Source: an optimization exercise on an open RTL-to-GDS flow (aim: small area). Production flows keep margins and buffers that such runs may drop. Function was checked by simulation only, so behaviour that the tests miss may differ from the original. No activity file was given, so power comes from the tool's default toggle rates.

== build 87 ==
// pocsag_rx
module pocsag_rx (
    input  wire        clk,
    input  wire        rst,         
    input  wire [15:0] thresh,      
    input  wire        parity_en,   
    input  wire        in_valid,
    input  wire        in_bit,
    output wire        out_valid,
    output wire [1:0]  out_kind,
    output wire [22:0] out_data
);
Size: ~900 cells after synthesis, ~420 flip-flops, about 47 I/O pins, about 0.012 mm² of cells after synthesis.
==> flow/config.mk <==
export PLATFORM = sky130hd
export DESIGN_NAME = pocsag_rx
export DESIGN_NICKNAME = pocsag_rx
export VERILOG_FILES = /design/flow/design.v
export SDC_FILE = /design/flow/constraint.sdc
export NUM_CORES = 4
export LEC_CHECK = 0
export CAP_MARGIN = 20
export CORE_MARGIN = 2
export CORE_UTILIZATION = 40
export PLACE_DENSITY = 0.6
export SLEW_MARGIN = 20
export SYNTH_HIERARCHICAL = 1
==> flow/constraint.sdc <==
create_clock -name core_clock -period 10.0 [get_ports {clk}]
set_input_delay 2.0000 -clock core_clock [delete_from_list [all_inputs] [get_ports {clk}]]
set_output_delay 2.0000 -clock core_clock [all_outputs]
set_load 0.01 [all_outputs]
standard.sh (not shown) runs the stock make flow with config.mk's settings and CLKGATE_MAP_FILE= SYNTH_SCRIPT=/design/flow/synth_recipe.tcl, a recipe that flattens the netlist after the stock synthesis.
==> flow/flow/run.sh <==
#!/bin/bash
# The standard layout (standard.sh) with three changes to how it is made:
#  - synthesis maps logic with an area-oriented ABC script (flow/abc_speed.script),
#    run from a private copy of the ORFS scripts; registers are mapped as usual;
#  - clock tree: no dummy loads, clkbuf_4 sink clusters under a clkbuf_16 root;
#  - the port buffers are buf_1.
# Each tool's output goes to standard.log and ORFS's own logs under orfs/logs.
set -euo pipefail
here=$(pwd)
rm -rf "$here/scripts"
cp -r "$FLOW_HOME/scripts" "$here/scripts"
cp "$here/flow/abc_speed.script" "$here/scripts/abc_speed.script"
export CTS_ARGS="-sink_clustering_enable -repair_clock_nets -dont_use_dummy_load -root_buf sky130_fd_sc_hd__clkbuf_8 -buf_list {sky130_fd_sc_hd__clkbuf_4 sky130_fd_sc_hd__clkbuf_8} -sink_clustering_buffer sky130_fd_sc_hd__clkbuf_4 -sink_clustering_size 10 -sink_clustering_max_diameter 35"
export BUFFER_PORTS_ARGS="-buffer_cell sky130_fd_sc_hd__buf_1"
bash standard.sh SCRIPTS_DIR="$here/scripts" finish > standard.log 2>&1
==> flow/flow/abc_speed.script <==
strash
dc2
dch
amap
topo
dnsize -c
Build 87: all stages complete, timing, DRC and antenna checks passed
Input-level comparison between build 90 and build 87:
==> flow/flow/run.sh <==
#!/bin/bash
# The standard layout (standard.sh) with three changes to how it is made:
#  - synthesis maps logic with an area-oriented ABC script (flow/abc_speed.script),
#    run from a private copy of the ORFS scripts; registers are mapped as usual;
#  - clock tree: no dummy loads, clkbuf_4 sink clusters under a clkbuf_16 root;
#  - the port buffers are buf_1.
# Each tool's output goes to standard.log and ORFS's own logs under orfs/logs.
set -euo pipefail
here=$(pwd)
rm -rf "$here/scripts"
cp -r "$FLOW_HOME/scripts" "$here/scripts"
cp "$here/flow/abc_speed.script" "$here/scripts/abc_speed.script"
export CTS_ARGS="-sink_clustering_enable -repair_clock_nets -dont_use_dummy_load -root_buf sky130_fd_sc_hd__clkbuf_16 -buf_list {sky130_fd_sc_hd__clkbuf_4 sky130_fd_sc_hd__clkbuf_8} -sink_clustering_buffer sky130_fd_sc_hd__clkbuf_4 -sink_clustering_size 10 -sink_clustering_max_diameter 35"
export BUFFER_PORTS_ARGS="-buffer_cell sky130_fd_sc_hd__buf_1"
bash standard.sh SCRIPTS_DIR="$here/scripts" finish > standard.log 2>&1
==> comparison <==
- Build 90 ran to completion and came out clean on the timing, design-rule and antenna checks.
- In build 90 relative to build 87, number of inserted filler cells in the final layout had gone down slightly.
- Build 90 vs build 87: highest achievable clock rate down slightly
- Compared with build 87, build 90 shows synthesis-to-finish area growth higher by 0.47 points.
- Diff build 87 -> build 90: overall power after layout went up; final setup slack of the worst path -36 ps.

## static timing again, ports no longer ideal
No port has a modelled driver above. Below, the same layouts with a new extraction and two added sets of constraints. Step 1: set_driving_cell puts a clkbuf_16 on clk and a buf_2 on each other input, an assumption about the parent block. Step 2, shift: input delay + t, output delay - t, t = (earliest + latest rising clock arrival at the registers) / 2. This alone moves slack from input paths to output paths. Three values: no drivers, after step 1, after step 2; two values: the first two.
run	t, ns	slack for setup (ns)	hold WS [ns]	worst slew at a driven data input, ns	pins driven straight from the clock port
build 87	0.553	1.715 / 1.735 / 1.182	0.290 / 0.290 / 0.290	0.03	1
build 90	0.517	1.679 / 1.703 / 1.186	0.291 / 0.291 / 0.291	0.03	1
After both steps setup and hold are still met in every run listed. For build 87, which loses most, drivers alone change the setup slack by +0.020 ns; drivers and shift together by -0.533 ns.
